Source: an optimization exercise on an open RTL-to-GDS flow (aim: a short achievable clock period). Production flows keep margins and buffers that such runs may drop. Function was checked by simulation only, so behaviour that the tests miss may differ from the original.

==> fjord: inputs <==
==> flow/design.v (excerpt) <==
module tinybasu_core (
    input  wire        clk,
    input  wire        rst,           
    input  wire [15:0] budget,
    input  wire [2:0]  strategy,
    output reg         mem_en,
    output reg         mem_we,
    output reg  [8:0]  mem_addr,
    output reg  [15:0] mem_wdata,
    input  wire [15:0] mem_rdata,
    output wire        done,
    output reg  [1:0]  run_state,
    output reg  [2:0]  fault_cause,
    output reg  [15:0] fault_pc,
    output reg  [15:0] fault_info,
    output wire [15:0] pc_out,
    output reg  [16:0] cycles,
    output reg  [16:0] executed,
    output reg  [16:0] stalls,
    output reg  [16:0] flushes,
    input  wire [2:0]  dbg_sel,
    output wire [15:0] dbg_reg
);
    localparam RS_RUN   = 2'd0;
    localparam RS_HALT  = 2'd1;
    localparam RS_TOUT  = 2'd2;
    localparam RS_FAULT = 2'd3;
    localparam F_NONE  = 3'd0;
    localparam F_MEM   = 3'd1;
    localparam F_FETCH = 3'd2;
    localparam F_ILL   = 3'd3;
    localparam F_DIV0  = 3'd4;
    localparam F_SHIFT = 3'd5;
    localparam OP_R    = 4'd0;
    localparam OP_ADDI = 4'd1;
    localparam OP_LI   = 4'd2;
    localparam OP_LUI  = 4'd3;
    localparam OP_LW   = 4'd4;
    localparam OP_SW   = 4'd5;
    localparam OP_BEQ  = 4'd6;
    localparam OP_BNE  = 4'd7;
    localparam OP_SLL  = 4'd8;
    localparam OP_SRL  = 4'd9;
    localparam OP_SRA  = 4'd10;
    localparam OP_JMP  = 4'd11;
    localparam OP_JAL  = 4'd12;
    localparam ST_AT = 3'd0;
    localparam ST_AN = 3'd1;
    localparam ST_1B = 3'd2;
    localparam ST_2B = 3'd3;
    localparam ST_8S = 3'd4;
    localparam S_RUN   = 2'd0;
    localparam S_DRAIN = 2'd1;    
    localparam S_DONE  = 2'd2;
    localparam CB = 5;            
    localparam CN = 1 << CB;      
    localparam TB = 9 - CB;       
    reg [1:0]  state;
    reg [15:0] pc;
    reg [15:0] regs [0:7];
    reg [15:0] budget_q;
    reg [2:0]  strat_q;
    reg        ir_v;
    reg [15:0] ir;
    reg        mf_v;
    reg        fill_v;
    reg [8:0]  fill_a;
    localparam PF_W = 9'd16;
  ...
Settings: LEC_CHECK=0, CAP_MARGIN=20, CORE_MARGIN=2, CORE_UTILIZATION=40, SLEW_MARGIN=20; clock period 55.0 ns.
standard.sh (not shown) runs the stock make flow with config.mk's settings and CLKGATE_MAP_FILE= SYNTH_SCRIPT=/design/flow/synth_recipe.tcl, a recipe that flattens the netlist after the stock synthesis.
==> flow/flow/run.sh <==
#!/bin/bash
# The standard layout (the standard.sh: ORFS synthesis to final layout),
# with the port buffers that the standard flow inserts made sky130 buf_8
# cells instead of the default choice, so that the port paths are fast.
set -euo pipefail
export BUFFER_PORTS_ARGS="-buffer_cell sky130_fd_sc_hd__buf_8"
bash standard.sh finish > standard_finish.log 2>&1
==> ember (differences from fjord) <==
--- a/flow/design.v
+++ b/flow/design.v
@@ -451,60 +451,19 @@
     wire [15:0] dn_r = dn[15:0];
     wire [2:0]  i_rt     = ir[5:3];
     wire [15:0] i_xt     = regs[i_rt];
     wire [15:0] i_abs_s  = i_xs[15] ? (16'd0 - i_xs) : i_xs;
     wire [15:0] i_abs_t  = i_xt[15] ? (16'd0 - i_xt) : i_xt;
     wire [17:0] i_b3     = {2'b00, i_abs_t} + {1'b0, i_abs_t, 1'b0};
     wire [31:0] i_dn     = div8(i_abs_s, 16'd0, i_abs_t, i_b3);
     wire        dv_early = ir_v && !(lw_v && (lw_rd == i_rs || lw_rd == i_rt));
-    function [15:0] divsm;
-        input [15:0] q;
-        input [5:0]  b;
-        input [7:0]  b3;
-        reg [15:0] qq;
-        reg [5:0]  rr;
-        reg [7:0]  t;
-        reg [8:0]  d1, d2, d3;
-        integer k;
-        begin
-            qq = q;
-            rr = 6'd0;
-            for (k = 0; k < 8; k = k + 1) begin
-                t  = {rr, qq[15:14]};
-                d1 = {1'b0, t} - {3'b000, b};
-                d2 = {1'b0, t} - {2'b00, b, 1'b0};
-                d3 = {1'b0, t} - {1'b0, b3};
-                if (!d3[8]) begin
-                    rr = d3[5:0];
-                    qq = {qq[13:0], 2'd3};
-                end else if (!d2[8]) begin
-                    rr = d2[5:0];
-                    qq = {qq[13:0], 2'd2};
-                end else if (!d1[8]) begin
-                    rr = d1[5:0];
-                    qq = {qq[13:0], 2'd1};
-                end else begin
-                    rr = t[5:0];
-                    qq = {qq[13:0], 2'd0};
-                end
-            end
-            divsm = qq;
-        end
-    endfunction
-    wire        i_small = (i_xt[15:6] == 10'd0) ||
-                          ((i_xt[15:6] == 10'h3ff) && (i_xt[5:0] != 6'd0));
-    wire [5:0]  i_b6    = i_xt[15] ? (6'd0 - i_xt[5:0]) : i_xt[5:0];
-    wire [7:0]  i_b6x3  = {2'b00, i_b6} + {1'b0, i_b6, 1'b0};
-    wire        dv_fast = dv_early && i_small;
-    wire [15:0] i_fq    = divsm(i_abs_s, i_b6, i_b6x3);
-    wire [15:0] i_fres  = (i_xs[15] ^ i_xt[15]) ? (16'd0 - i_fq) : i_fq;
     wire [15:0] dv_res = dv_neg ? (16'd0 - dn_q) : dn_q;
     wire pend_nxt = (pa_set) || (x_acc && !x_acc_st) || (pa_v && !pa_we) ||
-                    (dv_busy && !dv_last) || (commit && x_div && !dv_fast);
+                    (dv_busy && !dv_last) || (commit && x_div);
     integer i;
     always @(posedge clk) begin
         if (rst) begin
             state       <= S_RUN;
             pc          <= 16'd0;
             run_state   <= RS_RUN;
             fault_cause <= F_NONE;
             fault_pc    <= 16'd0;
@@ -567,18 +526,16 @@
                 end
             end
             if (dv_busy && dv_last && !dv_kill)
                 regs[dv_rd] <= dv_res;
             if (lw_v)
                 regs[lw_rd] <= mem_rdata;
             if (commit && x_wr)
                 regs[x_wr_idx] <= x_wr_val;
-            if (commit && x_div && dv_fast)
-                regs[rd] <= i_fres;
             if (hold) begin
                 ir_v <= 1'b1;
                 ir   <= w;
             end else begin
                 ir_v <= running && !stop && n_v;
                 ir   <= n_w;
             end
             mf_v   <= running && !stop && !hold && f_ok;
@@ -588,17 +545,17 @@
                 pf_a <= fa[8:0] + 9'd1;
             pa_v     <= pa_set;
             pa_we    <= x_store;
             pa_addr  <= ea[8:0];
             pa_wdata <= xd;
             pa_rd    <= rd;
             lw_v  <= (x_acc && !x_acc_st) || (pa_v && !pa_we);
             lw_rd <= pa_v ? pa_rd : i_rd;
-            if (commit && x_div && !dv_fast) begin
+            if (commit && x_div) begin
                 dv_busy <= 1'b1;
                 dv_kill <= 1'b0;
                 dv_neg  <= xs[15] ^ xt[15];
                 dv_rd   <= rd;
                 if (dv_early) begin
                     dv_cnt  <= 5'd1;
                     dv_q    <= i_dn[31:16];
                     dv_r    <= i_dn[15:0];
==> flow/flow/run.sh (replaced) <==
#!/bin/bash
# The standard layout (the standard.sh: ORFS synthesis to final layout,
# at the design's clock period and constraints), with two changes to how it
# optimises:
#  - the port buffers that the standard flow inserts are sky130 buf_8 cells
#    instead of the default choice, so that the port paths are fast;
#  - ORFS's repair_timing aims for a larger setup slack (SETUP_SLACK_MARGIN),
#    so that it also works on the longest paths that already meet 55 ns.
set -euo pipefail
export BUFFER_PORTS_ARGS="-buffer_cell sky130_fd_sc_hd__buf_8"
export SETUP_SLACK_MARGIN=33
bash standard.sh finish > standard_finish.log 2>&1
==> garnet (differences from fjord) <==
==> flow/flow/run.sh (replaced) <==
#!/bin/bash
# The standard layout (the standard.sh: ORFS synthesis to final layout,
# at the design's clock period and constraints), with two changes to how it
# optimises:
#  - the port buffers that the standard flow inserts are sky130 buf_8 cells
#    instead of the default choice, so that the port paths are fast;
#  - ORFS's repair_timing aims for a larger setup slack (SETUP_SLACK_MARGIN),
#    so that it also works on the longest paths that already meet 55 ns.
set -euo pipefail
export BUFFER_PORTS_ARGS="-buffer_cell sky130_fd_sc_hd__buf_8"
export SETUP_SLACK_MARGIN=33
bash standard.sh finish > standard_finish.log 2>&1
==> results.cfg <==
[setup_path]
worst_path_most_repeated_cell = a21o_1
critPathCapture = regs[4][12]

[outcome]
outcome = timing/DRC/antenna clean
# the run above: fjord

==> results.cfg <==
[outcome]
outcome = timing/DRC/antenna clean

[cells_and_area]
layout_commonest_cell = nand2_1
inv_count = 584

[clocking]
cts_root_buffer = clkbuf_16
cts_resized = 84

[sta]
drv_slew = 0

[setup_path]
path_class = input port to primary output
critPathCapture = dbg_reg[2]
# the run above: garnet

==> results.cfg <==
[synthesis]
netlist_top_cells_count = edfxtp_1, nand2_1, nor2_1

[floorplan]
io_pins = 205

[cells_and_area]
drive_gt1_share_pct = 14.9
multiInputGateArea_um2 = 71700

[setup_path]
critPathCapture = dbg_reg[15]

[outcome]
outcome = timing/DRC/antenna clean
# the run above: ember

Testbench counts of fjord, summed over its fixed seeds: clk cycles 282,436.
Testbench counts of ember, summed over its fixed seeds: clk cycles 284,315.
Testbench counts of garnet, summed over its fixed seeds: clk cycles 282,436.

[afterwards: timing with drivers on the ports]
The flow's constraints put no driver on any port. The routed layouts listed below were extracted and timed again, unchanged, in two steps. Step 1 sets driving cells, clkbuf_16 on the clock port and buf_2 on the other inputs (assumed; they add their load-dependent delay and slew). Step 2 also shifts input and output timing later by t, the mid clock arrival at the registers, as if the neighbouring blocks saw the same clock. Slacks: ideal / step 1 / step 2; pairs: ideal / step 1.
| run | t, ns | setup slack, ns | hold WS [ns] | clock arrival spread, ns | cell pins on the clock port's net |
|---|---|---|---|---|---|
| fjord | 0.988 | 28.316 / 28.316 / 28.316 | 0.453 / 0.453 / 0.453 | 0.097 / 0.097 | 1 |
| ember | 0.994 | 31.856 / 31.477 / 31.477 | 0.454 / 0.454 / 0.454 | 0.127 / 0.127 | 1 |
| garnet | 0.982 | 31.752 / 31.286 / 31.286 | 0.452 / 0.452 / 0.452 | 0.116 / 0.116 | 1 |
After both steps every run listed still meets setup and hold. The setup slack of garnet, which loses most, moves by -0.466 ns with the drivers and by -0.466 ns with both steps.
